From an optimization exercise on the open Yosys and OpenROAD flow, aimed at small area, a short achievable clock period and few clock cycles; shortcuts taken in it are not production practice.
At most, simulation tests tie the RTL to the original design; equivalence was not proved.
For run 2, only the layout was checked, not whether the RTL still works.
In runs 2 to 7 the design's own scripts or RTL, not TritonCTS, make the clock network.
The clock port is modelled as an ideal driver, which makes a skipped or thinned clock tree look cheaper than it is; a real chip needs a root buffer or a tree.
Power is estimated from default activity; no workload was simulated.

$ cat flow/config.mk
export PLATFORM = sky130hd
export DESIGN_NAME = rle_export
export DESIGN_NICKNAME = rle_export
export VERILOG_FILES = /design/flow/design.v
export SDC_FILE = /design/flow/constraint.sdc
export NUM_CORES = 4
export LEC_CHECK = 0
export ABC_AREA = 1
export CAP_MARGIN = 20
export CORE_MARGIN = 2
export CORE_UTILIZATION = 40
export CTS_BUF_LIST = sky130_fd_sc_hd__clkbuf_8
export PLACE_DENSITY = 0.6
export SLEW_MARGIN = 20
$ cat flow/constraint.sdc
create_clock -name core_clock -period 23.0 [get_ports {clk}]
set_input_delay 4.6000 -clock core_clock [delete_from_list [all_inputs] [get_ports {clk}]]
set_output_delay 4.6000 -clock core_clock [all_outputs]
set_load 0.01 [all_outputs]
$ cat flow/flow/cts_manual.tcl
# Sourced by ORFS's cts.tcl before its clock_tree_synthesis call (PRE_CTS_TCL).
# Replaces TritonCTS with a shallow, balanced two-level tree: the clock port
# drives NR root buffers, each root drives a contiguous group of the NB leaf
# buffers, and each leaf buffer drives one cluster of flip-flops, the
# clusters found by capacitated k-means on the flip-flops' positions.
# All registers see the same number of buffers between the port and their
# clock pin.

set cts_nb 8
set cts_nr 4
set cts_leaf sky130_fd_sc_hd__clkbuf_16
set cts_root sky130_fd_sc_hd__clkbuf_16

proc manual_leaves {nb master_name} {
  set db [ord::get_db]
  set block [ord::get_db_block]
  set clk [$block findNet clk]
  set master [$db findMaster $master_name]
  set sinks {}
  foreach it [$clk getITerms] {
    if {[[$it getMTerm] getName] eq "CLK"} { lappend sinks $it }
  }
  set pts {}
  foreach it $sinks {
    set bb [[$it getInst] getBBox]
    lappend pts [list [expr {([$bb xMin]+[$bb xMax])/2}] [expr {([$bb yMin]+[$bb yMax])/2}]]
  }
  set n [llength $pts]
  set die [$block getDieArea]
  set W [$die dx]; set H [$die dy]
  set g [expr {int(ceil(sqrt($nb)))}]
  set rows [expr {($nb + $g - 1) / $g}]
  set cents {}
  for {set k 0} {$k < $nb} {incr k} {
    lappend cents [list [expr {($k % $g + 0.5) * $W / $g}] [expr {(int($k / $g) + 0.5) * $H / $rows}]]
  }
  set cap [expr {int(ceil(double($n) / $nb)) + 2}]
  for {set iter 0} {$iter < 30} {incr iter} {
    set pairs {}
    for {set i 0} {$i < $n} {incr i} {
      lassign [lindex $pts $i] x y
      for {set k 0} {$k < $nb} {incr k} {
        lassign [lindex $cents $k] cx cy
        lappend pairs [list [expr {abs($x-$cx)+abs($y-$cy)}] $i $k]
      }
    }
    set pairs [lsort -real -index 0 $pairs]
    set assign [lrepeat $n -1]
    set cnt [lrepeat $nb 0]
    foreach p $pairs {
      lassign $p d i k
      if {[lindex $assign $i] >= 0} continue
      if {[lindex $cnt $k] >= $cap} continue
      lset assign $i $k
      lset cnt $k [expr {[lindex $cnt $k] + 1}]
    }
    set sx [lrepeat $nb 0.0]; set sy [lrepeat $nb 0.0]
    for {set i 0} {$i < $n} {incr i} {
      set k [lindex $assign $i]
      lassign [lindex $pts $i] x y
      lset sx $k [expr {[lindex $sx $k] + $x}]
      lset sy $k [expr {[lindex $sy $k] + $y}]
    }
    for {set k 0} {$k < $nb} {incr k} {
      set c [lindex $cnt $k]
      if {$c > 0} { lset cents $k [list [expr {[lindex $sx $k]/$c}] [expr {[lindex $sy $k]/$c}]] }
    }
  }
  for {set k 0} {$k < $nb} {incr k} {
    set net [odb::dbNet_create $block "clknet_leaf_$k"]
    $net setSigType CLOCK
    set inst [odb::dbInst_create $block $master "clkbuf_leaf_$k"]
    lassign [lindex $cents $k] cx cy
    $inst setLocation [expr {int($cx)}] [expr {int($cy)}]
    $inst setPlacementStatus PLACED
    $inst setSourceType TIMING
    [$inst findITerm A] connect $clk
    [$inst findITerm X] connect $net
    set nets($k) $net
  }
  for {set i 0} {$i < $n} {incr i} {
    set it [lindex $sinks $i]
    $it disconnect
    $it connect $nets([lindex $assign $i])
  }
  puts "manual clock tree: $n sinks in $nb clusters of $cnt"
}

proc manual_roots {nr master_name} {
  set db [ord::get_db]
  set block [ord::get_db_block]
  set clk [$block findNet clk]
  set master [$db findMaster $master_name]
  set lx {}
  foreach it [$clk getITerms] {
    set bb [[$it getInst] getBBox]
    lappend lx [list [$bb xMin] [$bb yMin] $it]
  }
  set lx [lsort -integer -index 0 $lx]
  set nl [llength $lx]
  set per [expr {int(ceil(double($nl) / $nr))}]
  for {set r 0} {$r < $nr} {incr r} {
    set grp [lrange $lx [expr {$r * $per}] [expr {($r + 1) * $per - 1}]]
    if {[llength $grp] == 0} continue
    set sx 0; set sy 0
    foreach e $grp { set sx [expr {$sx + [lindex $e 0]}]; set sy [expr {$sy + [lindex $e 1]}] }
    set net [odb::dbNet_create $block "clknet_root_$r"]
    $net setSigType CLOCK
    set inst [odb::dbInst_create $block $master "clkbuf_root_$r"]
    $inst setLocation [expr {$sx / [llength $grp]}] [expr {$sy / [llength $grp]}]
    $inst setPlacementStatus PLACED
    $inst setSourceType TIMING
    [$inst findITerm A] connect $clk
    [$inst findITerm X] connect $net
    foreach e $grp { set it [lindex $e 2]; $it disconnect; $it connect $net }
  }
  puts "manual clock tree: $nl leaf buffers under $nr root buffers"
}

rename clock_tree_synthesis orfs_clock_tree_synthesis
proc clock_tree_synthesis {args} {
  global cts_nb cts_nr cts_leaf cts_root
  manual_leaves $cts_nb $cts_leaf
  manual_roots $cts_nr $cts_root
  [ord::get_db_block] findNet clk
  set_propagated_clock [all_clocks]
}
$ cat flow/standard.sh
#!/bin/bash
# synth_recipe.tcl (not shown) runs the flow's synth.tcl, then flattens the netlist and writes it again
# the make line also repeats each setting of config.mk as NAME=value (left out here)
make -C /OpenROAD-flow-scripts/flow DESIGN_CONFIG=/design/flow/config.mk WORK_HOME=/design/flow/orfs CLKGATE_MAP_FILE= SYNTH_SCRIPT=/design/flow/synth_recipe.tcl "${@:-finish}"
$ cat flow/design.v
module rle_export (
    input  wire        clk,
    input  wire        rst,         
    input  wire        start,
    input  wire [15:0] cfg_w,
    input  wire [15:0] cfg_h,
    input  wire [15:0] cfg_tilew,
    input  wire [4:0]  cfg_levels,
    input  wire        cfg_invert,
    output wire        busy,
    output wire        done,
    output reg  [7:0]  errcode,
    input  wire        pix_valid,
    output wire        pix_ready,
    input  wire [23:0] pix_rgb,
    output reg         out_valid,
    input  wire        out_ready,
    output reg  [7:0]  out_byte,
    output reg         out_last
);
    reg busy_r, done_r, pix_ready_r, in_act;
    reg idle;                    
    reg first;                   
    reg e11_r, e21_r, eany_r;
    assign busy      = busy_r;
    assign done      = done_r;
    assign pix_ready = pix_ready_r;
    always @(*) errcode = {2'b00, e21_r, e11_r, 3'b000, eany_r};
    reg bad_levels_q, bad_tile_q, empty_q;
    wire cfg_ok = !bad_levels_q && !bad_tile_q && !empty_q;
    reg [15:0] w_q, t_q;
    reg [3:0]  m_q;              
    reg        inv_q;
    reg [15:0] col, tile, row;
    wire last_col  = (col  == 16'd1);
    wire last_tile = (tile == 16'd1);
    wire last_row  = (row  == 16'd1);
    wire last_pix  = last_col && last_row;
    wire penult    = (last_row && (col == 16'd2)) ||
                     (last_col && (w_q == 16'd1) && (row == 16'd2));
    wire take = pix_valid && pix_ready_r;
    reg        skid_valid;
    wire       en = !skid_valid;
    wire [7:0] in_r = pix_rgb[23:16];
    wire [7:0] in_g = pix_rgb[15:8];
    wire [7:0] in_b = pix_rgb[7:0];
    reg        v1;
    reg [7:0]  sum1, car1;
    wire take_last = take && (v1 ? penult : last_pix);
    wire [9:0] q_sum = {2'b00, sum1} + {1'b0, car1, 1'b0};
    wire [9:0] q_int = ({1'b0, q_sum} + 11'd1) / 11'd3;
    reg [1:0]  pc2;
    reg [7:0]  int2;
    wire [11:0] q_p0  = m_q[0] ? {4'd0, int2}       : 12'd0;
    wire [11:0] q_p1  = m_q[1] ? {3'd0, int2, 1'b0} : 12'd0;
    wire [11:0] q_p2  = m_q[2] ? {2'd0, int2, 2'b0} : 12'd0;
    wire [11:0] q_p3  = m_q[3] ? {1'd0, int2, 3'b0} : 12'd0;
    wire [11:0] q_y   = q_p0 + q_p1 + q_p2 + q_p3 + 12'd128;
    wire [12:0] q_z   = {1'b0, q_y} + {9'd0, q_y[11:8]};
    wire [3:0]  q_lvl = q_z[11:8];
    reg [1:0]  pcA;
    reg [3:0]  lvlA;
    wire       vA = pcA != 2'b00;
    function [3:0] f_nib;        
        input [7:0] lvm;
        begin
            case (lvm)
            8'h00: f_nib = 4'd0;
            8'h01: f_nib = 4'd0;
            8'h02: f_nib = 4'd0;
            8'h03: f_nib = 4'd0;
            8'h04: f_nib = 4'd0;
            8'h05: f_nib = 4'd0;
            8'h06: f_nib = 4'd0;
            8'h07: f_nib = 4'd0;
            8'h08: f_nib = 4'd0;
            8'h09: f_nib = 4'd0;
            8'h0A: f_nib = 4'd0;
            8'h0B: f_nib = 4'd0;
            8'h0C: f_nib = 4'd0;
            8'h0D: f_nib = 4'd0;
            8'h0E: f_nib = 4'd0;
            8'h0F: f_nib = 4'd0;
            8'h10: f_nib = 4'd15;
            8'h11: f_nib = 4'd15;
            8'h12: f_nib = 4'd8;
            8'h13: f_nib = 4'd5;
            8'h14: f_nib = 4'd4;
            8'h15: f_nib = 4'd3;
            8'h16: f_nib = 4'd3;
            8'h17: f_nib = 4'd2;
            8'h18: f_nib = 4'd2;
            8'h19: f_nib = 4'd2;
            8'h1A: f_nib = 4'd2;
            8'h1B: f_nib = 4'd1;
            8'h1C: f_nib = 4'd1;
            8'h1D: f_nib = 4'd1;
            8'h1E: f_nib = 4'd1;
            8'h1F: f_nib = 4'd1;
            8'h20: f_nib = 4'd15;
            8'h21: f_nib = 4'd10;
            8'h22: f_nib = 4'd15;
            8'h23: f_nib = 4'd10;
            8'h24: f_nib = 4'd8;
            8'h25: f_nib = 4'd6;
            8'h26: f_nib = 4'd5;
            8'h27: f_nib = 4'd4;
            8'h28: f_nib = 4'd4;
            8'h29: f_nib = 4'd3;
            8'h2A: f_nib = 4'd3;
            8'h2B: f_nib = 4'd3;
            8'h2C: f_nib = 4'd3;
            8'h2D: f_nib = 4'd2;
            8'h2E: f_nib = 4'd2;
            8'h2F: f_nib = 4'd2;
            8'h30: f_nib = 4'd15;
            8'h31: f_nib = 4'd15;
            8'h32: f_nib = 4'd15;
            8'h33: f_nib = 4'd15;
            8'h34: f_nib = 4'd11;
            8'h35: f_nib = 4'd9;
            8'h36: f_nib = 4'd8;
            8'h37: f_nib = 4'd6;
            8'h38: f_nib = 4'd6;
            8'h39: f_nib = 4'd5;
            8'h3A: f_nib = 4'd5;
            8'h3B: f_nib = 4'd4;
            8'h3C: f_nib = 4'd4;
            8'h3D: f_nib = 4'd3;
            8'h3E: f_nib = 4'd3;
            8'h3F: f_nib = 4'd3;
            8'h40: f_nib = 4'd15;
            8'h41: f_nib = 4'd12;
            8'h42: f_nib = 4'd10;
            8'h43: f_nib = 4'd9;
            8'h44: f_nib = 4'd15;
            8'h45: f_nib = 4'd12;
            8'h46: f_nib = 4'd10;
            8'h47: f_nib = 4'd9;
            8'h48: f_nib = 4'd8;
            8'h49: f_nib = 4'd7;
            8'h4A: f_nib = 4'd6;
            8'h4B: f_nib = 4'd5;
            8'h4C: f_nib = 4'd5;
            8'h4D: f_nib = 4'd5;
            8'h4E: f_nib = 4'd4;
            8'h4F: f_nib = 4'd4;
            8'h50: f_nib = 4'd15;
            8'h51: f_nib = 4'd15;
            8'h52: f_nib = 4'd13;
            8'h53: f_nib = 4'd11;
            8'h54: f_nib = 4'd15;
            8'h55: f_nib = 4'd15;
            8'h56: f_nib = 4'd13;
            8'h57: f_nib = 4'd11;
            8'h58: f_nib = 4'd9;
            8'h59: f_nib = 4'd8;
            8'h5A: f_nib = 4'd8;
            8'h5B: f_nib = 4'd7;
            8'h5C: f_nib = 4'd6;
            8'h5D: f_nib = 4'd6;
            8'h5E: f_nib = 4'd5;
            8'h5F: f_nib = 4'd5;
            8'h60: f_nib = 4'd15;
            8'h61: f_nib = 4'd13;
            8'h62: f_nib = 4'd15;
            8'h63: f_nib = 4'd13;
            8'h64: f_nib = 4'd15;
            8'h65: f_nib = 4'd13;
            8'h66: f_nib = 4'd15;
            8'h67: f_nib = 4'd13;
            8'h68: f_nib = 4'd11;
            8'h69: f_nib = 4'd10;
            8'h6A: f_nib = 4'd9;
            8'h6B: f_nib = 4'd8;
            8'h6C: f_nib = 4'd8;
            8'h6D: f_nib = 4'd7;
            8'h6E: f_nib = 4'd6;
            8'h6F: f_nib = 4'd6;
            8'h70: f_nib = 4'd15;
            8'h71: f_nib = 4'd15;
            8'h72: f_nib = 4'd15;
            8'h73: f_nib = 4'd15;
            8'h74: f_nib = 4'd15;
            8'h75: f_nib = 4'd15;
            8'h76: f_nib = 4'd15;
            8'h77: f_nib = 4'd15;
            8'h78: f_nib = 4'd13;
            8'h79: f_nib = 4'd12;
            8'h7A: f_nib = 4'd11;
            8'h7B: f_nib = 4'd10;
            8'h7C: f_nib = 4'd9;
            8'h7D: f_nib = 4'd8;
            8'h7E: f_nib = 4'd8;
            8'h7F: f_nib = 4'd7;
            8'h80: f_nib = 4'd15;
            8'h81: f_nib = 4'd13;
            8'h82: f_nib = 4'd12;
            8'h83: f_nib = 4'd11;
            8'h84: f_nib = 4'd10;
            8'h85: f_nib = 4'd9;
            8'h86: f_nib = 4'd9;
            8'h87: f_nib = 4'd8;
            8'h88: f_nib = 4'd15;
            8'h89: f_nib = 4'd13;
            8'h8A: f_nib = 4'd12;
            8'h8B: f_nib = 4'd11;
            8'h8C: f_nib = 4'd10;
            8'h8D: f_nib = 4'd9;
            8'h8E: f_nib = 4'd9;
            8'h8F: f_nib = 4'd8;
            8'h90: f_nib = 4'd15;
            8'h91: f_nib = 4'd15;
            8'h92: f_nib = 4'd14;
            8'h93: f_nib = 4'd12;
            8'h94: f_nib = 4'd11;
            8'h95: f_nib = 4'd10;
            8'h96: f_nib = 4'd10;
            8'h97: f_nib = 4'd9;
            8'h98: f_nib = 4'd15;
            8'h99: f_nib = 4'd15;
            8'h9A: f_nib = 4'd14;
            8'h9B: f_nib = 4'd12;
            8'h9C: f_nib = 4'd11;
            8'h9D: f_nib = 4'd10;
            8'h9E: f_nib = 4'd10;
            8'h9F: f_nib = 4'd9;
            8'hA0: f_nib = 4'd15;
            8'hA1: f_nib = 4'd14;
            8'hA2: f_nib = 4'd15;
            8'hA3: f_nib = 4'd14;
            8'hA4: f_nib = 4'd13;
            8'hA5: f_nib = 4'd12;
            8'hA6: f_nib = 4'd11;
            8'hA7: f_nib = 4'd10;
            8'hA8: f_nib = 4'd15;
            8'hA9: f_nib = 4'd14;
            8'hAA: f_nib = 4'd15;
            8'hAB: f_nib = 4'd14;
            8'hAC: f_nib = 4'd13;
            8'hAD: f_nib = 4'd12;
            8'hAE: f_nib = 4'd11;
            8'hAF: f_nib = 4'd10;
            8'hB0: f_nib = 4'd15;
            8'hB1: f_nib = 4'd15;
            8'hB2: f_nib = 4'd15;
            8'hB3: f_nib = 4'd15;
            8'hB4: f_nib = 4'd14;
            8'hB5: f_nib = 4'd13;
            8'hB6: f_nib = 4'd12;
            8'hB7: f_nib = 4'd11;
            8'hB8: f_nib = 4'd15;
            8'hB9: f_nib = 4'd15;
            8'hBA: f_nib = 4'd15;
            8'hBB: f_nib = 4'd15;
            8'hBC: f_nib = 4'd14;
            8'hBD: f_nib = 4'd13;
            8'hBE: f_nib = 4'd12;
            8'hBF: f_nib = 4'd11;
            8'hC0: f_nib = 4'd15;
            8'hC1: f_nib = 4'd14;
            8'hC2: f_nib = 4'd13;
            8'hC3: f_nib = 4'd12;
            8'hC4: f_nib = 4'd15;
            8'hC5: f_nib = 4'd14;
            8'hC6: f_nib = 4'd13;
            8'hC7: f_nib = 4'd12;
            8'hC8: f_nib = 4'd15;
            8'hC9: f_nib = 4'd14;
            8'hCA: f_nib = 4'd13;
            8'hCB: f_nib = 4'd12;
            8'hCC: f_nib = 4'd15;
            8'hCD: f_nib = 4'd14;
            8'hCE: f_nib = 4'd13;
            8'hCF: f_nib = 4'd12;
            8'hD0: f_nib = 4'd15;
            8'hD1: f_nib = 4'd15;
            8'hD2: f_nib = 4'd14;
            8'hD3: f_nib = 4'd13;
            8'hD4: f_nib = 4'd15;
            8'hD5: f_nib = 4'd15;
            8'hD6: f_nib = 4'd14;
            8'hD7: f_nib = 4'd13;
            8'hD8: f_nib = 4'd15;
            8'hD9: f_nib = 4'd15;
            8'hDA: f_nib = 4'd14;
            8'hDB: f_nib = 4'd13;
            8'hDC: f_nib = 4'd15;
            8'hDD: f_nib = 4'd15;
            8'hDE: f_nib = 4'd14;
            8'hDF: f_nib = 4'd13;
            8'hE0: f_nib = 4'd15;
            8'hE1: f_nib = 4'd14;
            8'hE2: f_nib = 4'd15;
            8'hE3: f_nib = 4'd14;
            8'hE4: f_nib = 4'd15;
            8'hE5: f_nib = 4'd14;
            8'hE6: f_nib = 4'd15;
            8'hE7: f_nib = 4'd14;
            8'hE8: f_nib = 4'd15;
            8'hE9: f_nib = 4'd14;
            8'hEA: f_nib = 4'd15;
            8'hEB: f_nib = 4'd14;
            8'hEC: f_nib = 4'd15;
            8'hED: f_nib = 4'd14;
            8'hEE: f_nib = 4'd15;
            8'hEF: f_nib = 4'd14;
            8'hF0: f_nib = 4'd15;
            8'hF1: f_nib = 4'd15;
            8'hF2: f_nib = 4'd15;
            8'hF3: f_nib = 4'd15;
            8'hF4: f_nib = 4'd15;
            8'hF5: f_nib = 4'd15;
            8'hF6: f_nib = 4'd15;
            8'hF7: f_nib = 4'd15;
            8'hF8: f_nib = 4'd15;
            8'hF9: f_nib = 4'd15;
            8'hFA: f_nib = 4'd15;
            8'hFB: f_nib = 4'd15;
            8'hFC: f_nib = 4'd15;
            8'hFD: f_nib = 4'd15;
            8'hFE: f_nib = 4'd15;
            8'hFF: f_nib = 4'd15;
            endcase
        end
    endfunction
    reg [1:0]  pcB;
    reg [3:0]  lvlB;
    reg [3:0]  cnt;              
    wire       vB   = pcB != 2'b00;
    wire       eocB = pcB[1];
    wire       eofB = pcB == 2'b11;
    wire b_proc = vB && (eocB || vA);
    wire b_ends = eocB || (cnt == 4'd15) || (lvlA != lvlB);
    wire b_load = !vB || eocB || vA;
    wire emit   = en && b_proc && b_ends;
    wire [7:0] byteB = {cnt, f_nib({lvlB, m_q})};
    reg [7:0] skid_byte;
    reg       skid_last;
    reg  out_empty;              
    wire out_free = out_empty || out_ready;
    wire last_out = !out_empty && out_ready && out_last;
    wire busy_n   = idle ? start : first ? cfg_ok : !last_out;
    wire out_valid_n = out_free ? (skid_valid || emit) : 1'b1;
    always @(posedge clk) begin
        if (idle) begin
            w_q   <= cfg_w;
            t_q   <= cfg_tilew;
            m_q   <= cfg_levels[3:0] - 4'd1;
            inv_q <= cfg_invert;
        end
        bad_levels_q <= (cfg_levels < 5'd2) || (cfg_levels > 5'd16);
        bad_tile_q   <= (cfg_tilew == 16'd0);
        empty_q      <= (cfg_w == 16'd0) || (cfg_h == 16'd0);
        e11_r  <= first && bad_levels_q;
        e21_r  <= first && !bad_levels_q && bad_tile_q;
        eany_r <= first && (bad_levels_q || bad_tile_q);
        if (first || (en && v1)) begin
            col  <= (first || last_col) ? w_q : col - 16'd1;
            tile <= (first || last_col || last_tile) ? t_q : tile - 16'd1;
        end
        if (idle)
            row <= cfg_h;
        else if (en && v1 && last_col)
            row <= row - 16'd1;
        if (en) begin
            sum1 <= in_r ^ in_g ^ in_b;
            car1 <= (in_r & in_g) | (in_r & in_b) | (in_g & in_b);
            int2 <= q_int[7:0] ^ {8{inv_q}};
            lvlA <= q_lvl;
            if (b_load)
                lvlB <= lvlA;
        end
        if (!skid_valid) begin
            skid_byte <= byteB;
            skid_last <= eofB;
        end
        if (out_free) begin
            out_byte <= skid_valid ? skid_byte : byteB;
            out_last <= skid_valid ? skid_last : eofB;
        end
        if (rst) begin
            busy_r      <= 1'b0;
            idle        <= 1'b1;
            first       <= 1'b0;
            done_r      <= 1'b0;
            in_act      <= 1'b0;
            pix_ready_r <= 1'b0;
            v1          <= 1'b0;
            pc2         <= 2'b00;
            pcA         <= 2'b00;
            pcB         <= 2'b00;
            cnt         <= 4'd0;
            out_valid   <= 1'b0;
            out_empty   <= 1'b1;
            skid_valid  <= 1'b0;
        end else begin
            busy_r <= busy_n;
            idle   <= !busy_n;
            first <= idle && start;
            if (idle) begin
                done_r      <= 1'b0;
                in_act      <= 1'b0;
                pix_ready_r <= 1'b0;
            end else if (first) begin
                done_r      <= !cfg_ok;
                in_act      <= cfg_ok;
                pix_ready_r <= cfg_ok;
            end else begin
                done_r <= last_out;
                if (take_last)
                    in_act <= 1'b0;
                pix_ready_r <= in_act && !take_last &&
                               !(!out_free && (skid_valid || emit));
            end
            if (en) begin
                v1  <= take;
                pc2 <= !v1 ? 2'b00 : last_pix ? 2'b11 :
                       (last_col || last_tile) ? 2'b10 : 2'b01;
                pcA <= pc2;
                if (b_load)
                    pcB <= pcA;
                if (b_proc)
                    cnt <= b_ends ? 4'd0 : cnt + 4'd1;
            end
            out_valid <= out_valid_n;
            out_empty <= !out_valid_n;
            if (out_free)
                skid_valid <= 1'b0;
            else if (emit)
                skid_valid <= 1'b1;
        end
    end
endmodule
$ cat flow/flow/run.sh
#!/bin/bash
# The standard layout with three changes in how it is made:
#  - the port buffers are buf_1 cells (repair upsizes the ones on critical
#    paths) instead of the slow default buffer that buffer_ports picks;
#  - timing repair aims for more setup slack than the clock period needs;
#  - the clock tree is a balanced two-level tree built by flow/cts_manual.tcl
#    in place of TritonCTS (the clock port drives 4 buffers).
set -euo pipefail
export BUFFER_PORTS_ARGS="-buffer_cell sky130_fd_sc_hd__buf_1"
export SETUP_SLACK_MARGIN=17.45
export PRE_CTS_TCL="$PWD/flow/cts_manual.tcl"
bash standard.sh > standard.log 2>&1
==> flow_summary_export.csv, run 1 <==
group,metric,value,unit
placed_design,place_congestion,0.859,
status,status,"aborted with a tool error",
synth,synth_top_flop_cell,"edfxtp_1",
synth,yosys_warnings,1,
placed_design,dpl.hpwl,14.1,mm
synth,synth_edf_count,126,
die,die_width,158,um
die,rows,56,
synth,ys_types,48,
synth,synth_area,9540,um2
die,start_util,40.6,%
synth,syn-instance-count,1066,
die,io_pins,104,
die,die_h,158,um
status,haltStage,"clock tree synthesis",
synth,async_flop_share,0,%
status,tool.error,"Error: cts.tcl, 36 can't read \"cts_nb\": no such variable",
placed_design,port_buffers,98,
synth,syn_avg_cell_area,8.95,um2
placed_design,dp_slack,17470,ps
synth,seq_area_frac_synth,47.0,%
synth,synth_seq_cells,161,
-- Yosys cell counts, types with 2 or more instances --
| library cell | instances | area, um2 |
|---|---|---|
| a21boi_0 | 2 | 15.0 |
| a21oi_1 | 38 | 190 |
| clkinv_1 | 2 | 7.51 |
| nor2_1 | 100 | 375 |
| a311oi_1 | 2 | 17.5 |
| xnor2_1 | 25 | 219 |
| a21oi_2 | 2 | 17.5 |
| buf_4 | 8 | 60.1 |
| o221ai_1 | 2 | 17.5 |
| nand4_1 | 12 | 75.1 |
| nand3b_1 | 2 | 15.0 |
| o31ai_1 | 5 | 37.5 |
| o21ai_1 | 2 | 10.0 |
| a31oi_1 | 10 | 62.6 |
| inv_1 | 134 | 503 |
| o21ai_0 | 66 | 330 |
| nor3_1 | 13 | 65.1 |
| nand2_1 | 247 | 927 |
| o311ai_0 | 3 | 26.3 |
| ha_1 | 50 | 626 |
| o21a_1 | 4 | 30.0 |
| clkbuf_1 | 23 | 86.3 |
| nand3_1 | 38 | 190 |
| inv_2 | 2 | 7.51 |
| xor2_1 | 25 | 219 |
| a211oi_1 | 4 | 30.0 |
| fa_1 | 23 | 460 |
| dfxtp_1 | 35 | 701 |
| edfxtp_1 | 126 | 3780 |
| nand2_2 | 8 | 50.1 |
| o21ai_2 | 5 | 43.8 |
| o22ai_1 | 5 | 31.3 |
| nand3_2 | 6 | 60.1 |
| or2_2 | 4 | 25.0 |
| nor4_1 | 20 | 125 |
-- power groups by stage --
stage | Clock (mW) | Combinational, mW | Sequential (mW)
3_5_place_dp | 0 | 0.489 | 0.413
2_1_floorplan | 0 | 0.406 | 0.398
3_3_place_gp | 0 | 0.478 | 0.413
-- worst max-delay path by stage --
stage                from     endpoint  slack (ps)
3_5_place_dp          rst  pix_ready_r       17470
3_3_place_gp          rst  pix_ready_r       17520
2_1_floorplan  pix_rgb[0]      sum1[0]       17690
-- metrics by stage --
stage	hold WS (ps)	instances	cell area [um2]	util, %	total power [mW]
floorplan	418	1070	9550	-	0.804
global placement	440	1458	10200	43.4	0.890
detailed placement	442	1458	10200	43.4	0.902
-- cell families after synthesis --
| family | Yosys count | synth area share, % |
|---|---|---|
| other | 1 | 0.0393 |
| AND/OR/NAND/NOR | 452 | 20.2 |
| flip-flops | 161 | 47.0 |
| adder cells (fa/ha/maj) | 73 | 11.4 |
| AO/OA/AOI/OAI | 158 | 9.74 |
| XOR/XNOR | 50 | 4.59 |
| buffers and inverters | 171 | 7.06 |
Testbench counts, summed over its fixed seeds: cycles 64,768.
==> run 2, diff against run 1 <==
--- a/flow/design.v
+++ b/flow/design.v
@@ -377,6 +377,2 @@
         end
-        if (out_free) begin
-            out_byte <= skid_valid ? skid_byte : byteB;
-            out_last <= skid_valid ? skid_last : eofB;
-        end
         if (rst) begin
@@ -395,2 +391,4 @@
             out_empty   <= 1'b1;
+            out_byte    <= 8'h00;
+            out_last    <= 1'b0;
             skid_valid  <= 1'b0;
@@ -427,2 +425,6 @@
             out_empty <= !out_valid_n;
+            if (out_free) begin
+                out_byte <= skid_valid ? skid_byte : byteB;
+                out_last <= skid_valid ? skid_last : eofB;
+            end
             if (out_free)
--- a/flow/flow/run.sh
+++ b/flow/flow/run.sh
@@ -9,3 +9,3 @@
 export BUFFER_PORTS_ARGS="-buffer_cell sky130_fd_sc_hd__buf_1"
-export SETUP_SLACK_MARGIN=17.45
+export SETUP_SLACK_MARGIN=17.6
 export PRE_CTS_TCL="$PWD/flow/cts_manual.tcl"
--- a/flow/flow/cts_manual.tcl
+++ b/flow/flow/cts_manual.tcl
@@ -8,6 +8,6 @@
 
-set cts_nb 8
-set cts_nr 4
-set cts_leaf sky130_fd_sc_hd__clkbuf_16
-set cts_root sky130_fd_sc_hd__clkbuf_16
+set ::cts_nb 8
+set ::cts_nr 4
+set ::cts_leaf sky130_fd_sc_hd__clkbuf_16
+set ::cts_root sky130_fd_sc_hd__clkbuf_16
 
@@ -124,3 +124,2 @@
   manual_roots $cts_nr $cts_root
-  [ord::get_db_block] findNet clk
   set_propagated_clock [all_clocks]
==> flow_summary_export.csv, run 2 <==
group,metric,value,unit
status,status,"no timing/DRC/antenna violations",
worst_hold_path,hold_depth,2,
synth,yosys.area.top_type,"edfxtp_1",
critical_path,cp-end-kind,"output port",
synth,synth_top_flop_cell,"edfxtp_1",
die,start_util,41.0,%
routing,routedWlPerCell,13.2,um
grt,grt_max_degree,60,
grt,gr-usage-met2,25.8,%
timing,maxSlewViolCount,0,
clock_tree,cts_hold_buf,0,
synth,yosysMostFrequentCell,"nand2_1",
run,cap_viol_max_count,0,
synth,yosys_warnings,1,
routing,routed_wirelength,19.9,mm
final_layout,final_area,10800,um2
grt,grt_pass1_wl,33.2,mm
die,die_width,160,um
synth,ys_types,52,
synth,synth_common_cells,"nand2_1 (223), inv_1 (132), edfxtp_1 (117), nor2_1 (115), o21ai_0 (85)",
timing,fin_crit_sh,23.4,%
routing,antenna_left,0,
placed_design,dpl.hpwl,15.1,mm
critical_path,critPathLaunchType,"flip-flop",
placed_design,dp_slack,17160,ps
final_layout,antenna_cells,0,
critical_path,crit_family,"flip-flops",
final_layout,final_common_cell,"nand2_1",
die,io_pins,104,
clock_tree,path_clk_slew,80,ps
timing,final-setup-viol-count,0,
grt,antenna_found_initial,0,
routing,drc_errors,0,
synth,synth_edf_count,117,
synth,synth_seq_cells,161,
timing,min_period,5370,ps
grt,grt_pass1_vias,7107,
critical_path,worst_path_max_delay_cell,"dfxtp_2",
critical_path,cp_data_arrival_time,770,ps
routing,vias,7434,
synth,seq_area_frac_synth,45.4,%
critical_path,path_class,"reg2out",
critical_path,slowest_delay,340,ps
synth,netlist_top_cells_area,"edfxtp_1 (36%), dfxtp_1 (9.1%), nand2_1 (8.7%)",
die,core_area,23600,um2
die,die_h,160,um
worst_hold_path,hold_class,"reg2reg",
timing,slew_headroom,50.0,%
synth,synth_top_area_share,36.3,%
synth,syn_avg_cell_area,8.80,um2
routing,drt_first_pass_iters,5,
pwr,ir_worst_vdd,44.8,uV
final_layout,area_growth,11.2,%
placed_design,placed_cell_area,10300,um2
pwr,total_leakage_power,4.52,nW
placed_design,port_buffers,98,
grt,grt_util_met3,1.12,%
synth,synth_area,9670,um2
grt,grt-ovfl-total,0,
grt,grt.total_usage,15.2,%
final_layout,mostFrequentLayoutCells,"nand2_1 (223), inv_1 (131), edfxtp_1 (117)",
placed_design,dpl.cell_count,1491,
routing,viasPerCell,4.93,
synth,async_flop_share,0,%
timing,whs,457,ps
critical_path,required,18400,ps
critical_path,crit_buf_inv,1,
timing,layout_setup_ws,17630,ps
die,die_area,25400,um2
critical_path,reg2reg_depth,26,
critical_path,critPathMaxFanout,2,
critical_path,path_cells,"buf_4",
final_layout,fin_cells,1507,
clock_tree,clkLatencyLatePin,290,ps
timing,fmax,186,MHz
final_layout,fin_nets,1346,
timing,rsz0062_at_grt,"yes",
routing,first_iter_violations,438,
final_layout,drive_above_1_share,8.59,%
grt,grt.busiest_layer,"met2",
timing,worst_pin_slew,750,ps
timing,fin_setup_tns,0,ps
pwr,power_per_cell_area,101,nW/um2
timing,fin_skew,16.0,ps
synth,syn-instance-count,1099,
critical_path,crit_cells,1,
placed_design,place_congestion,0.838,
final_layout,utilization,45.5,%
die,rows,56,
pwr,power.total,1.09,mW
grt,use_met1,21.4,%
timing,hold_violations,0,
-- run 2: cell types whose count changed after synthesis, sizes merged, moves of 5 or more --
cell    change
a31oi       +5
nand3       +7
a21oi       -7
dfxtp       +9
nand2       -9
nor2       +17
edfxtp      -9
o21ai      +16
-- run 2: final cells by class, clock buffers not listed --
cell class / count / area, um2
fillers: 2311 / 12900
flip-flops and latches: 161 / 4410
inverters: 136 / 510
multi-input cells: 772 / 4630
repair buffers: 107 / 510
well taps: 319 / 399
-- run 2: final timing paths --
kind / start / end / slack, ps
min: skid_last / skid_last / 460
min reg2reg: skid_last / skid_last / 460
max: out_byte[4] / out_byte[4] / 17630
max reg2reg: m_q[2] / lvlA[3] / 18100
-- run 2: repair_timing --
item	4_1_cts	5_1_grt
endpoints found under the setup margin	23	19
buffers inserted	0	4
gates cloned	0	0
resized for setup	21	16
-- run 2: layer usage --
layer | part of all wire [%] | wire, um
met1 | 49 | 9670
met5 | 0 | 0
met2 | 46 | 9100
met4 | 1.8 | 366
met3 | 3.6 | 720
-- run 2: cells by family after synthesis --
logic type,Yosys count,synth area share [%]
flops,161,45.4
other cells,1,0.0388
fa+ha+maj,73,11.2
compound gates,167,9.83
buf+inv,170,6.98
xor+xnor,48,4.35
simple gates,479,22.1
-- run 2: power by group --
part	switching [mW]	internal, mW	total (mW)	leakage (nW)
registers	0.0330	0.367	0.400	1.54
clock network	0.0853	0.0933	0.179	0.148
logic	0.304	0.208	0.512	2.84
==> run 3, diff against run 2 <==
--- a/flow/design.v
+++ b/flow/design.v
@@ -377,2 +377,6 @@
         end
+        if (out_free) begin
+            out_byte <= skid_valid ? skid_byte : byteB;
+            out_last <= skid_valid ? skid_last : eofB;
+        end
         if (rst) begin
@@ -391,4 +395,2 @@
             out_empty   <= 1'b1;
-            out_byte    <= 8'h00;
-            out_last    <= 1'b0;
             skid_valid  <= 1'b0;
@@ -425,6 +427,2 @@
             out_empty <= !out_valid_n;
-            if (out_free) begin
-                out_byte <= skid_valid ? skid_byte : byteB;
-                out_last <= skid_valid ? skid_last : eofB;
-            end
             if (out_free)
--- a/flow/flow/run.sh
+++ b/flow/flow/run.sh
@@ -1,3 +1,6 @@
 #!/bin/bash
-# The standard layout with three changes in how it is made:
+# The standard layout with four changes in how it is made:
+#  - synthesis is the standard synthesis script, run with ORFS's scripts
+#    except for ABC's area script (flow/abc_area.script, an area-recovering
+#    mapping); registers are mapped before ABC runs, so they are the same;
 #  - the port buffers are buf_1 cells (repair upsizes the ones on critical
@@ -11,2 +14,6 @@
 export PRE_CTS_TCL="$PWD/flow/cts_manual.tcl"
+rm -rf scripts_abc
+cp -r "$FLOW_HOME/scripts" scripts_abc
+cp flow/abc_area.script scripts_abc/abc_area.script
+SCRIPTS_DIR="$PWD/scripts_abc" bash standard.sh synth > synth.log 2>&1
 bash standard.sh > standard.log 2>&1
==> flow/flow/abc_area.script (new file) <==
&get -n
&st
&dch
&nf -a -R 1000
&put
topo
--- a/flow/flow/cts_manual.tcl
+++ b/flow/flow/cts_manual.tcl
@@ -11,3 +11,3 @@
 set ::cts_leaf sky130_fd_sc_hd__clkbuf_16
-set ::cts_root sky130_fd_sc_hd__clkbuf_16
+set ::cts_root sky130_fd_sc_hd__clkbuf_8
 
==> flow_summary_export.csv, run 3 <==
group,metric,value,unit
die,die_area,23600,um2
placed_design,port_buffers,98,
timing,slew_headroom,41.1,%
synth,netlist_top_cells_area,"edfxtp_1 (42%), dfxtp_1 (7.8%), ha_1 (7.0%)",
timing,fmax,185,MHz
final_layout,antenna_cells,0,
critical_path,crit_buf_inv,1,
final_layout,drive_above_1_share,8.00,%
synth,syn_avg_cell_area,10.8,um2
pwr,power.total,1.25,mW
timing,final-setup-viol-count,0,
routing,first_iter_violations,260,
synth,synth_top_area_share,42.2,%
worst_hold_path,hold_class,"reg2reg",
synth,synth-simple-area-share,14.7,%
die,die_h,154,um
placed_design,place_congestion,0.790,
synth,ys_types,53,
final_layout,area_growth,14.3,%
critical_path,path_cells,"buf_1",
grt,grt_pass1_wl,29.5,mm
routing,antenna_left,0,
critical_path,cp-end-kind,"output port",
critical_path,crit_family,"flip-flops",
timing,hold_violations,0,
timing,maxSlewViolCount,0,
critical_path,required,18400,ps
clock_tree,path_clk_slew,80,ps
synth,synth_edf_count,126,
routing,viasPerCell,5.15,
routing,drc_errors,0,
timing,layout_setup_ws,17590,ps
timing,whs,471,ps
die,start_util,40.9,%
timing,worst_pin_slew,884,ps
synth,yosys.area.top_type,"edfxtp_1",
synth,synth_adder_area_share,12.1,%
critical_path,critPathMaxFanout,2,
synth,synth_top_flop_cell,"edfxtp_1",
final_layout,final_area,10200,um2
pwr,ir_worst_vdd,82.1,uV
final_layout,mostFrequentLayoutCells,"edfxtp_1 (126), nand2_1 (86), buf_1 (86)",
run,cap_viol_max_count,0,
critical_path,path_class,"reg2out",
grt,grt_max_degree,73,
synth,synth_compound_area_share,11.1,%
synth,synth_seq_cells,161,
synth,synth_top_family_by_area,"simple AND/OR/NAND/NOR gates",
clock_tree,cts_hold_buf,0,
synth,syn-instance-count,833,
routing,routed_wirelength,17.9,mm
grt,grt_pass1_vias,6023,
synth,synthXorXnorAreaFrac,7.82,%
critical_path,critPathLaunchType,"flip-flop",
die,die_width,154,um
routing,vias,6401,
timing,fin_skew,28.6,ps
placed_design,dp_slack,17280,ps
critical_path,slowest_delay,380,ps
synth,seq_area_frac_synth,50.0,%
synth,synth_area,8960,um2
timing,fin_setup_tns,0,ps
grt,antenna_found_initial,0,
synth,yosys_warnings,1,
routing,drt_first_pass_iters,4,
grt,grt-ovfl-total,0,
pwr,power_per_cell_area,122,nW/um2
placed_design,dpl.hpwl,12.8,mm
placed_design,placed_cell_area,9680,um2
final_layout,final_common_cell,"edfxtp_1",
routing,routedWlPerCell,14.4,um
critical_path,worst_path_max_delay_cell,"edfxtp_1",
synth,async_flop_share,0,%
timing,min_period,5410,ps
synth,yosysMostFrequentCell,"edfxtp_1",
synth,synth_common_cells,"edfxtp_1 (126), nand2_1 (89), nor2_1 (85), a21oi_1 (72), o21ai_0 (53)",
synth,synthMuxAreaShare,1.79,%
clock_tree,clkLatencyLatePin,310,ps
pwr,total_leakage_power,3.73,nW
final_layout,fin_nets,1120,
die,core_area,21900,um2
timing,rsz0062_at_grt,"yes",
die,rows,54,
timing,fin_crit_sh,23.5,%
grt,grt.total_usage,14.6,%
status,status,"no timing/DRC/antenna violations",
die,io_pins,104,
critical_path,cp_data_arrival_time,810,ps
## run 3: cell types whose count changed in the layout (fill, tap and decap cells not counted), moves of 31 or more
cell,before,now
nor2_1,114,83
inv_1,131,0
nand3_1,42,10
a21oi_1,31,68
nand2_1,223,86
clkinv_1,1,42
o21ai_0,84,51
## run 3: layout make-up, clock buffers not listed
| cell class | count | area, um2 |
|---|---|---|
| Inverter | 42 | 158 |
| Timing Repair Buffer | 121 | 568 |
| Fill cell | 2107 | 11600 |
| Sequential cell | 161 | 4490 |
| Multi-Input combinational cell | 626 | 4430 |
| Tap cell | 280 | 350 |
## run 3: power by group
group	leakage, nW	internal [mW]	switching (mW)
clock network	0.127	0.0782	0.0844
registers	1.57	0.381	0.0460
logic	2.03	0.313	0.344
total	3.73	0.772	0.475
## run 3: cell families after synthesis
family	count (synthesis)
flops	161
xor+xnor	80
other cells	1
compound gates	172
fa+ha+maj	73
buf+inv	50
mux	14
simple gates	282
## run 3: final timing paths
check               startpoint      endpoint  slack [ps]  depth (start not counted)
hold / removal    skid_byte[5]  skid_byte[5]         470                          1
setup reg to reg       car1[0]       int2[0]       17760                         28
setup / recovery      out_last      out_last       17590                          1
hold reg to reg   skid_byte[5]  skid_byte[5]         470                          1
## run 3: per-layer routing
| metal | track usage, % | share of wire, % | up-vias |
|---|---|---|---|
| met5 | 0 | 0 | - |
| met4 | 2.23 | 1.7 | 0 |
| met3 | 1.13 | 3.0 | 25 |
| met2 | 24.4 | 47 | 110 |
| met1 | 21.4 | 48 | 3008 |
| li1 | - | - | 3258 |
## run 3: per-stage QoR
step | utilization [%] | std cells
after floorplan | - | 837
after global placement | 44.2 | 1213
after detailed placement | 44.2 | 1213
after CTS | 45.6 | 1226
after global routing | 46.8 | 1242
final | 46.8 | 1242
## run 3: timing repair
item | CTS | global route
endpoints found under the setup margin | 14 | 21
gates cloned | 0 | 0
pin swaps | 0 | 13
buffers inserted | 1 | 16
gates resized for setup | 13 | 38
Testbench counts of run 3, summed over its fixed seeds: cycles 64,768.
==> run 4, diff against run 3 <==
==> flow/flow/abc_area.script (replaced) <==
&get -n
&st
&dch
&nf -a
&put
topo
==> flow_summary_export.csv, run 4 <==
group,metric,value,unit
status,status,"no timing/DRC/antenna violations",
critical_path,crit_buf_inv,1,
die,rows,54,
synth,yosys.area.top_type,"edfxtp_1",
routing,drc_errors,0,
synth,syn-instance-count,839,
die,die_width,154,um
routing,vias,6418,
critical_path,r2r_slack,17880,ps
grt,grt_util_met3,0.902,%
critical_path,path_class,"reg2out",
synth,synth_area,9000,um2
worst_hold_path,hold_depth,0,
timing,hold_violations,0,
final_layout,fin_nets,1122,
timing,worst_pin_slew,914,ps
synth,yosysMostFrequentCell,"edfxtp_1",
critical_path,cp_data_arrival_time,840,ps
final_layout,drive_above_1_share,6.02,%
grt,grt.busiest_layer,"met2",
die,core_area,22000,um2
critical_path,cp-end-kind,"output port",
routing,antenna_left,0,
final_layout,final_common_cell,"edfxtp_1",
pwr,power_per_cell_area,115,nW/um2
synth,yosys_warnings,1,
final_layout,antenna_cells,0,
timing,final-setup-viol-count,0,
critical_path,required,18400,ps
grt,grt_pass1_wl,29.2,mm
run,cap_viol_max_count,0,
synth,synth_common_cells,"edfxtp_1 (126), nand2_1 (89), nor2_1 (84), a21oi_1 (74), o21ai_0 (54)",
critical_path,crit_cells,1,
grt,use_met1,21.5,%
grt,grt.total_usage,14.5,%
routing,viasPerCell,5.16,
grt,antenna_found_initial,0,
timing,fin_setup_tns,0,ps
critical_path,critPathMaxFanout,2,
worst_hold_path,hold_class,"reg2reg",
synth,ys_types,57,
routing,first_iter_violations,383,
placed_design,place_congestion,0.768,
die,die_area,23700,um2
routing,routedWlPerCell,14.1,um
final_layout,area_growth,12.8,%
critical_path,path_cells,"clkbuf_2",
synth,synth_edf_count,126,
placed_design,dpl.hpwl,12.8,mm
synth,netlist_top_cells_area,"edfxtp_1 (42%), dfxtp_1 (7.8%), ha_1 (7.0%)",
final_layout,mostFrequentLayoutCells,"edfxtp_1 (126), nand2_1 (89), buf_1 (85)",
timing,fmax,184,MHz
pwr,ir_worst_vdd,67.5,uV
grt,gr-usage-met2,23.9,%
grt,grt_max_degree,73,
timing,rsz0062_at_grt,"yes",
synth,syn_avg_cell_area,10.7,um2
critical_path,worst_path_max_delay_cell,"edfxtp_1",
grt,grt_pass1_vias,6083,
synth,synth_top_flop_cell,"edfxtp_1",
clock_tree,path_clk_slew,90,ps
clock_tree,clkLatencyLatePin,300,ps
grt,grt-ovfl-total,0,
routing,drt_first_pass_iters,4,
die,start_util,41.0,%
die,die_h,154,um
synth,synth_top_area_share,42.0,%
timing,maxSlewViolCount,0,
routing,routed_wirelength,17.5,mm
pwr,total_leakage_power,3.71,nW
timing,slew_headroom,39.0,%
critical_path,critPathLaunchType,"flip-flop",
critical_path,slowest_delay,400,ps
final_layout,fin_cells,1244,
synth,synth_seq_cells,161,
placed_design,dpl.cell_count,1219,
critical_path,reg2reg_depth,21,
timing,fin_crit_sh,23.6,%
synth,seq_area_frac_synth,49.8,%
synth,async_flop_share,0,%
timing,fin_skew,31.3,ps
critical_path,crit_family,"flip-flops",
die,io_pins,104,
timing,min_period,5440,ps
placed_design,port_buffers,98,
## run 4: worst paths after layout
check	from	to
min reg2reg	lvlA[2]	lvlB[2]
max	out_last	out_last
max reg2reg	sum1[0]	int2[0]
min	lvlA[2]	lvlB[2]
## run 4: layout make-up, clock buffers not listed
cell class	count	area [um2]
Multi-Input combinational cell	631	4350
Timing Repair Buffer	117	549
Sequential cell	161	4490
Tap cell	280	350
Inverter	43	161
Fill cell	2047	11800
## run 4: cell families (layout without fill, tap and decap cells)
logic type | count (synthesis) | after routing | share of synthesized area [%]
buf+inv | 51 | 172 | 2.46
fa+ha+maj | 73 | 73 | 12.1
mux | 13 | 13 | 1.67
xor+xnor | 78 | 78 | 7.59
simple gates | 282 | 282 | 14.6
other cells | 1 | 5 | 0.0417
flops | 161 | 161 | 49.8
compound gates | 180 | 180 | 11.7
## run 4: power breakdown
part | switching (mW) | internal [mW] | total (mW) | leakage [nW]
logic | 0.317 | 0.266 | 0.583 | 2.01
registers | 0.0442 | 0.382 | 0.426 | 1.57
clock network | 0.0838 | 0.0782 | 0.162 | 0.127
total | 0.445 | 0.726 | 1.17 | 3.71
## run 4: timing repair
item,in CTS,in global routing
hold buffers,0,0
setup buffers,1,12
setup endpoints to repair,10,16
pin swaps,1,5
resized for setup,13,18
## run 4: metrics by stage
step                      util, %  setup slack [ps]  hold slack (ps)  total power [mW]  instance area (um2)
final                        46.2             17560              474              1.17                10200
after global routing         46.2             17380              481              1.28                10200
after CTS                    45.6             17550              476              1.14                10000
after detailed placement     44.3             17410              455             0.973                 9720
after global placement       44.3             17410              451             0.965                 9720
after floorplan                 -             17670              408             0.865                 9010
## run 4: routing by layer
metal	wire length [um]	vias to the layer above
met4	304	0
met1	8720	2973
met2	7850	137
met5	0	-
met3	647	24
li1	-	3284
==> run 5, diff against run 4 <==
--- a/flow/config.mk
+++ b/flow/config.mk
@@ -12,3 +12,3 @@
 export CTS_BUF_LIST = sky130_fd_sc_hd__clkbuf_8
-export PLACE_DENSITY = 0.6
+export PLACE_DENSITY = 0.75
 export SLEW_MARGIN = 20
==> flow_summary_export.csv, run 5 <==
group,metric,value,unit
status,status,"no timing/DRC/antenna violations",
die,die_h,154,um
timing,fin_skew,32.9,ps
timing,slew_headroom,39.1,%
routing,drt_first_pass_iters,5,
synth,yosys.area.top_type,"edfxtp_1",
final_layout,fin_nets,1111,
routing,antenna_left,0,
final_layout,area_growth,11.8,%
critical_path,crit_buf_inv,1,
timing,maxSlewViolCount,0,
timing,final-setup-viol-count,0,
synth,syn-instance-count,839,
grt,grt_pass1_vias,6031,
final_layout,drive_above_1_share,4.72,%
critical_path,crit_family,"flip-flops",
worst_hold_path,hold_class,"reg2reg",
timing,whs,474,ps
timing,fin_setup_tns,0,ps
synth,seq_area_frac_synth,49.8,%
routing,viasPerCell,5.27,
pwr,power.total,1.16,mW
synth,synth_top_area_share,42.0,%
placed_design,dp_slack,17410,ps
pwr,power_per_cell_area,116,nW/um2
critical_path,cp_data_arrival_time,850,ps
placed_design,port_buffers,98,
routing,drc_errors,0,
final_layout,mostFrequentLayoutCells,"edfxtp_1 (126), nand2_1 (89), buf_1 (84)",
critical_path,cp-end-kind,"output port",
placed_design,dpl.hpwl,12.6,mm
timing,rsz0062_at_grt,"yes",
die,core_area,22000,um2
synth,ys_types,57,
placed_design,dpl.cell_count,1216,
routing,routed_wirelength,17.2,mm
critical_path,slowest_delay,410,ps
pwr,total_leakage_power,3.66,nW
critical_path,reg2reg_depth,21,
timing,worst_pin_slew,913,ps
timing,fmax,184,MHz
critical_path,path_class,"reg2out",
final_layout,fin_cells,1233,
synth,yosysMostFrequentCell,"edfxtp_1",
synth,yosys_warnings,1,
synth,synth_common_cells,"edfxtp_1 (126), nand2_1 (89), nor2_1 (84), a21oi_1 (74), o21ai_0 (54)",
placed_design,placed_cell_area,9700,um2
critical_path,r2r-start,"sum1[0]",
critical_path,crit_path_end,"out_last",
critical_path,critPathLaunchType,"flip-flop",
timing,layout_setup_ws,17550,ps
synth,netlist_top_cells_area,"edfxtp_1 (42%), dfxtp_1 (7.8%), ha_1 (7.0%)",
critical_path,r2r_slack,17910,ps
die,die_width,154,um
grt,grt.total_usage,13.9,%
die,die_area,23700,um2
routing,routedWlPerCell,13.9,um
final_layout,antenna_cells,0,
critical_path,required,18400,ps
run,cap_viol_max_count,0,
synth,synth_seq_cells,161,
synth,synth_top_flop_cell,"edfxtp_1",
placed_design,place_congestion,0.834,
routing,vias,6496,
grt,antenna_found_initial,0,
critical_path,critPathMaxFanout,2,
worst_hold_path,hold_path.startpoint,"lvlA[0]",
die,io_pins,104,
final_layout,final_area,10100,um2
die,start_util,41.0,%
timing,fin_crit_sh,23.7,%
timing,hold_violations,0,
timing,min_period,5450,ps
grt,grt_max_degree,73,
grt,grt-ovfl-total,0,
synth,synth_area,9000,um2
critical_path,path_cells,"clkbuf_2",
critical_path,critPathLaunch,"out_last",
critical_path,rr_endpoint,"int2[0]",
critical_path,crit_cells,1,
critical_path,worst_path_max_delay_cell,"edfxtp_1",
final_layout,utilization,45.8,%
synth,synth_edf_count,126,
die,rows,54,
clock_tree,path_clk_slew,90,ps
grt,grt_pass1_wl,28.3,mm
synth,syn_avg_cell_area,10.7,um2
final_layout,final_common_cell,"edfxtp_1",
routing,first_iter_violations,427,
synth,async_flop_share,0,%
pwr,ir_worst_vdd,83.3,uV
clock_tree,clkLatencyLatePin,310,ps
==> run 5: area by class of cell, clock buffers not listed <==
class                      count  area, um2
timing repair buffer         106        458
sequential                   161       4490
tap                          280        350
multi-input combinational    631       4350
fill                        2001      11900
inverter                      43        163
==> run 5: report_power, final <==
| part | internal (mW) | total (mW) | switching, mW |
|---|---|---|---|
| Sequential | 0.382 | 0.426 | 0.0443 |
| Clock | 0.0782 | 0.164 | 0.0854 |
| Combinational | 0.258 | 0.574 | 0.315 |
==> run 5: how the worst min path moves through the flow <==
stage | slack (ps) | cells past startpoint | to
2_1_floorplan | 410 | 1 | e21_r
3_3_place_gp | 450 | 1 | skid_byte[6]
3_5_place_dp | 460 | 0 | lvlB[2]
4_1_cts | 470 | 0 | lvlB[0]
5_1_grt | 480 | 0 | lvlB[0]
6_report | 470 | 0 | lvlB[0]
==> run 5: repair_timing <==
action | 4_1_cts | 5_1_grt
resized for setup | 4 | 24
pin swaps | 0 | 5
setup buffers | 0 | 5
hold buffers | 0 | 0
setup endpoints to repair | 8 | 18
==> run 5: metal layers <==
| metal | vias to the layer above | global-route usage (%) | wire, um |
|---|---|---|---|
| li1 | 3254 | - | - |
| met1 | 3070 | 20.3 | 8130 |
| met2 | 149 | 23.1 | 7860 |
| met3 | 23 | 1.07 | 837 |
| met4 | 0 | 2.54 | 342 |
| met5 | - | 0 | 0 |
==> run 5: worst reg2reg max path, delay by kind of cell (launching register included) <==
family / cells / cell delay [ps]
DFF: 1 / 460
adders and majority gates: 1 / 480
xor gates and xnor gates: 7 / 1570
AOI/OAI and AO/OA: 9 / 1430
and+or+nand+nor: 3 / 600
muxes: 1 / 310
==> run 5: logic make-up after synthesis <==
group	Yosys count	synth area share, %
xor+xnor	78	7.59
flops	161	49.8
other cells	1	0.0417
fa+ha+maj	73	12.1
mux	13	1.67
simple gates	282	14.6
buf+inv	51	2.46
compound gates	180	11.7
==> run 6, diff against run 5 <==
--- a/flow/flow/cts_manual.tcl
+++ b/flow/flow/cts_manual.tcl
@@ -8,5 +8,5 @@
 
-set ::cts_nb 8
+set ::cts_nb 12
 set ::cts_nr 4
-set ::cts_leaf sky130_fd_sc_hd__clkbuf_16
+set ::cts_leaf sky130_fd_sc_hd__clkbuf_8
 set ::cts_root sky130_fd_sc_hd__clkbuf_8
==> flow_summary_export.csv, run 6 <==
group,metric,value,unit
grt,grt_max_degree,73,
worst_hold_path,hold_path.startpoint,"skid_byte[7]",
grt,grt_util_met3,0.846,%
clock_tree,path_clk_slew,90,ps
timing,rsz0062_at_grt,"yes",
timing,hold_violations,0,
placed_design,place_congestion,0.834,
timing,maxSlewViolCount,0,
routing,viasPerCell,5.26,
grt,antenna_found_initial,0,
final_layout,fin_nets,1115,
die,die_h,154,um
critical_path,cp-end-kind,"output port",
synth,netlist_top_cells_area,"edfxtp_1 (42%), dfxtp_1 (7.8%), ha_1 (7.0%)",
synth,synth_area,9000,um2
final_layout,antenna_cells,0,
die,rows,54,
pwr,power_per_cell_area,114,nW/um2
grt,grt-ovfl-total,0,
synth,yosysMostFrequentCell,"edfxtp_1",
routing,first_iter_violations,408,
die,core_area,22000,um2
die,die_area,23700,um2
clock_tree,clkLatencyLatePin,310,ps
synth,synth_top_flop_cell,"edfxtp_1",
routing,drt_first_pass_iters,5,
synth,seq_area_frac_synth,49.8,%
timing,fin_skew,43.8,ps
critical_path,critPathLaunch,"out_last",
synth,synth_common_cells,"edfxtp_1 (126), nand2_1 (89), nor2_1 (84), a21oi_1 (74), o21ai_0 (54)",
timing,min_period,5450,ps
final_layout,nFillCells,2012,
critical_path,r2r_slack,17900,ps
placed_design,port_buffers,98,
routing,routedWlPerCell,13.9,um
grt,grt.busiest_layer,"met2",
timing,layout_setup_ws,17550,ps
timing,fin_crit_sh,23.7,%
timing,slew_headroom,36.4,%
status,status,"no timing/DRC/antenna violations",
final_layout,drive_above_1_share,5.12,%
final_layout,final_common_cell,"edfxtp_1",
pwr,total_leakage_power,3.64,nW
synth,synth_seq_cells,161,
critical_path,crit_buf_inv,1,
synth,syn_avg_cell_area,10.7,um2
die,start_util,41.0,%
final_layout,area_growth,11.4,%
worst_hold_path,hold_class,"reg2reg",
synth,syn-instance-count,839,
critical_path,path_class,"reg2out",
grt,use_met1,20.2,%
die,io_pins,104,
synth,synth_edf_count,126,
routing,vias,6505,
pwr,power.total,1.15,mW
die,die_width,154,um
grt,gr-usage-met2,23.3,%
timing,worst_pin_slew,953,ps
critical_path,worst_path_max_delay_cell,"edfxtp_1",
critical_path,crit_family,"flip-flops",
run,cap_viol_max_count,0,
timing,fin_setup_tns,0,ps
pwr,ir_worst_vdd,88.6,uV
grt,grt_pass1_vias,6028,
critical_path,path_cells,"clkbuf_2",
routing,drc_errors,0,
critical_path,slowest_delay,410,ps
clock_tree,cts_hold_buf,0,
routing,antenna_left,0,
final_layout,mostFrequentLayoutCells,"edfxtp_1 (126), nand2_1 (89), buf_1 (84)",
critical_path,critPathLaunchType,"flip-flop",
critical_path,critPathMaxFanout,2,
synth,ys_types,57,
synth,async_flop_share,0,%
placed_design,dpl.cell_count,1216,
critical_path,cp_data_arrival_time,850,ps
grt,grt_pass1_wl,28.3,mm
grt,grt.total_usage,14.0,%
synth,yosys_warnings,1,
synth,synth_top_area_share,42.0,%
critical_path,r2r-start,"sum1[0]",
routing,routed_wirelength,17.2,mm
synth,yosys.area.top_type,"edfxtp_1",
timing,fmax,183,MHz
placed_design,dp_slack,17410,ps
final_layout,fin_cells,1237,
critical_path,required,18400,ps
placed_design,dpl.hpwl,12.6,mm
timing,final-setup-viol-count,0,
-- run 6: cell counts after synthesis --
No cell type changed its count.
-- run 6: what timing repair did --
| item | CTS | global route |
|---|---|---|
| gates resized for setup | 2 | 24 |
| pin swaps | 0 | 5 |
| endpoints found under the setup margin | 5 | 20 |
| gates cloned | 0 | 0 |
| buffers inserted | 0 | 5 |
-- run 6: per-layer routing --
layer	vias to the layer above	part of all wire (%)
met5	-	0
met4	0	2.3
met3	23	3.9
met2	159	46
met1	3064	48
li1	3259	-
-- run 6: area by class of cell, clock buffers not listed --
type / count / area (um2) / share of cell area (%)
Inverter: 43 / 163 / 1.62
Tap cell: 280 / 350 / 3.49
Multi-Input combinational cell: 631 / 4350 / 43.4
Timing Repair Buffer: 106 / 454 / 4.53
Sequential cell: 161 / 4490 / 44.8
-- run 6: path summary, 6_finish.rpt --
check | to | cells after the start
max | out_last | 1
min | skid_byte[7] | 1
max reg2reg | int2[0] | 21
min reg2reg | skid_byte[7] | 1
-- run 6: power breakdown --
part	switching (mW)	total (mW)	internal (mW)	leakage [nW]
registers	0.0446	0.426	0.382	1.57
logic	0.316	0.574	0.258	1.96
clock network	0.0838	0.147	0.0630	0.115
-- run 6: logic make-up after synthesis --
family | count (synthesis) | synth area share (%)
flip-flops | 161 | 49.8
XOR/XNOR | 78 | 7.59
AND/OR/NAND/NOR | 282 | 14.6
buffers and inverters | 51 | 2.46
AO/OA/AOI/OAI | 180 | 11.7
adder cells (fa/ha/maj) | 73 | 12.1
multiplexers | 13 | 1.67
other | 1 | 0.0417
-- run 6: metrics by stage --
stage          area (um2)  hold WS [ps]  utilization [%]
3_3_place_gp         9700           446             44.2
2_1_floorplan        9010           408                -
6_report            10000           470             45.7
4_1_cts              9920           476             45.2
5_1_grt             10000           487             45.7
3_5_place_dp         9700           456             44.2
==> run 7, diff against run 6 <==
--- a/flow/config.mk
+++ b/flow/config.mk
@@ -12,3 +12,3 @@
 export CTS_BUF_LIST = sky130_fd_sc_hd__clkbuf_8
-export PLACE_DENSITY = 0.75
+export PLACE_DENSITY = 0.6
 export SLEW_MARGIN = 20
==> flow_summary_export.csv, run 7 <==
group,metric,value,unit
pwr,power_per_cell_area,114,nW/um2
critical_path,cp-end-kind,"output port",
placed_design,placed_cell_area,9720,um2
routing,first_iter_violations,381,
worst_hold_path,hold_class,"reg2reg",
die,rows,54,
pwr,pwr-share-comb,50.4,%
grt,grt_pass1_vias,6097,
die,io_pins,104,
die,die_width,154,um
synth,yosys.area.top_type,"edfxtp_1",
grt,antenna_found_initial,0,
final_layout,utilization,46.1,%
synth,netlist_top_cells_area,"edfxtp_1 (42%), dfxtp_1 (7.8%), ha_1 (7.0%)",
routing,routedWlPerCell,14.1,um
timing,slew_headroom,38.9,%
die,core_area,22000,um2
final_layout,final_common_cell,"edfxtp_1",
pwr,swShare,38.6,%
critical_path,crit_family,"flip-flops",
timing,hold_violations,0,
placed_design,dpl.hpwl,12.8,mm
grt,grt.total_usage,14.6,%
clock_tree,cts_hold_buf,0,
synth,async_flop_share,0,%
pwr,power.switching,0.447,mW
routing,viasPerCell,5.11,
placed_design,place_congestion,0.768,
synth,synth_top_area_share,42.0,%
timing,whs,474,ps
routing,antenna_left,0,
final_layout,drive_above_1_share,6.30,%
clock_tree,clkLatencyLatePin,310,ps
routing,drc_errors,0,
critical_path,slowest_delay,410,ps
timing,fmax,184,MHz
synth,yosysMostFrequentCell,"edfxtp_1",
routing,vias,6379,
synth,synth_common_cells,"edfxtp_1 (126), nand2_1 (89), nor2_1 (84), a21oi_1 (74), o21ai_0 (54)",
synth,syn-instance-count,839,
grt,grt_max_degree,73,
critical_path,path_class,"reg2out",
synth,synth_top_flop_cell,"edfxtp_1",
critical_path,required,18400,ps
synth,ys_types,57,
pwr,total_leakage_power,3.69,nW
pwr,ir_worst_vdd,65.5,uV
critical_path,critPathMaxFanout,2,
timing,fin_crit_sh,23.6,%
die,die_h,154,um
critical_path,worst_path_max_delay_cell,"edfxtp_1",
grt,grt_pass1_wl,29.4,mm
final_layout,area_growth,12.4,%
timing,fin_setup_tns,0,ps
critical_path,critPathLaunchType,"flip-flop",
routing,routed_wirelength,17.6,mm
timing,rsz0062_at_grt,"yes",
synth,synth_edf_count,126,
status,status,"no timing/DRC/antenna violations",
die,die_area,23700,um2
grt,grt-ovfl-total,0,
run,cap_viol_max_count,0,
critical_path,cp_data_arrival_time,840,ps
pwr,seqPwrFrac,36.8,%
placed_design,port_buffers,98,
timing,min_period,5440,ps
critical_path,crit_buf_inv,1,
timing,worst_pin_slew,917,ps
final_layout,final_area,10100,um2
pwr,clockPowerShare,12.8,%
final_layout,mostFrequentLayoutCells,"edfxtp_1 (126), nand2_1 (89), buf_1 (86)",
timing,fin_skew,42.0,ps
timing,final-setup-viol-count,0,
synth,synth_area,9000,um2
pwr,internal_power,0.711,mW
synth,syn_avg_cell_area,10.7,um2
clock_tree,path_clk_slew,90,ps
synth,yosys_warnings,1,
synth,synth_seq_cells,161,
final_layout,fin_nets,1126,
critical_path,path_cells,"clkbuf_2",
synth,seq_area_frac_synth,49.8,%
routing,drt_first_pass_iters,5,
die,start_util,41.0,%
final_layout,antenna_cells,0,
timing,maxSlewViolCount,0,
[run 7: final timing paths]
kind	startpoint	endpoint	slack, ps	cells past startpoint
worst min-delay path	pc2[0]	pc2[0]	470	2
worst max register to register	sum1[0]	int2[0]	17900	21
worst max-delay path	out_last	out_last	17560	1
worst min register to register	pc2[0]	pc2[0]	470	2
[run 7: worst reg2reg max path, stage by stage (launching register included)]
cell and delay [ps]:
edfxtp_1 470, fa_1 490, nand3_1 110, a21oi_1 100, a31oi_1 180, xor2_1 230, mux2i_1 290, xor2_1 240
o21ai_1 130, xnor2_1 310, a21oi_2 140, xnor2_2 180, a21oi_2 210, xor2_2 210, o21ai_0 110, o21a_1 150
or2_0 240, a32o_1 330, or3b_1 390, o311ai_1 90, nor2_1 100, xnor2_1 140
[run 7: layer usage]
layer / part of all wire, % / vias to the layer above / track usage (%) / wire (um)
li1: - / 3285 / - / -
met1: 50 / 2963 / 21.4 / 8850
met2: 45 / 113 / 24.1 / 7850
met3: 3.3 / 18 / 0.846 / 590
met4: 2.0 / 0 / 2.67 / 344
met5: 0 / - / 0 / 0
[run 7: power by group through the flow]
| stage | logic, mW | clock network [mW] | registers, mW |
|---|---|---|---|
| after detailed placement | 0.538 | 0 | 0.436 |
| after CTS | 0.547 | 0.153 | 0.429 |
| after global placement | 0.530 | 0 | 0.435 |
| final | 0.583 | 0.148 | 0.426 |
| after floorplan | 0.439 | 0 | 0.426 |
| after global routing | 0.671 | 0.164 | 0.434 |
[run 7: repair_timing]
| action | in CTS | in global routing |
|---|---|---|
| resized for setup | 11 | 19 |
| setup buffers | 1 | 12 |
| endpoints found under the setup margin | 8 | 16 |
| pin swaps | 1 | 5 |
[run 7: layout make-up, clock buffers not listed]
cell class | count | area, um2
flip-flops and latches | 161 | 4490
fillers | 2055 | 11800
repair buffers | 117 | 548
inverters | 43 | 161
multi-input cells | 631 | 4350
well taps | 280 | 350
[run 7: cell families after synthesis]
group,Yosys count,share of synthesized area (%)
simple gates,282,14.6
xor+xnor,78,7.59
flops,161,49.8
buf+inv,51,2.46
compound gates,180,11.7
other cells,1,0.0417
fa+ha+maj,73,12.1
mux,13,1.67
[run 7: stage by stage]
stage,instances,power [mW],setup slack [ps]
2_1_floorplan,843,0.865,17670
3_3_place_gp,1219,0.965,17410
3_5_place_dp,1219,0.973,17410
4_1_cts,1236,1.13,17560
5_1_grt,1248,1.27,17370
6_report,1248,1.16,17560

==> re-timing with driven ports <==
In the flow no input, the clock included, has a driving cell. The finished layouts below were timed again as built, in two steps.
Step 1: set_driving_cell puts a clkbuf_16 on clk and a buf_2 on each other input, an assumption about the parent block.
Step 2 also shifts input and output timing later by t, the mid clock arrival at the registers, as if the neighbouring blocks saw the same clock.
Slacks: no drivers / after step 1 / after step 2; pairs: no drivers / after step 1.
run	t, ns	slack for setup (ns)	worst setup path after step 2	latest minus earliest clock arrival (ns)	worst data-port slew with drivers (ns)
run 2	0.374	17.629 / 17.533 / 17.413	input to register	0.017 / 0.017	0.04
run 3	0.364	17.588 / 17.515 / 17.456	input to register	0.030 / 0.029	0.05
run 4	0.356	17.564 / 17.494 / 17.390	input to register	0.034 / 0.034	0.06
run 5	0.369	17.552 / 17.480 / 17.346	input to register	0.034 / 0.034	0.06
run 6	0.361	17.550 / 17.480 / 17.403	input to register	0.043 / 0.044	0.06
run 7	0.358	17.561 / 17.496 / 17.377	input to register	0.042 / 0.043	0.06
After both steps every run listed still meets setup and hold. The setup slack of run 2, which loses most, moves by -0.096 ns with the drivers and by -0.216 ns with both steps.
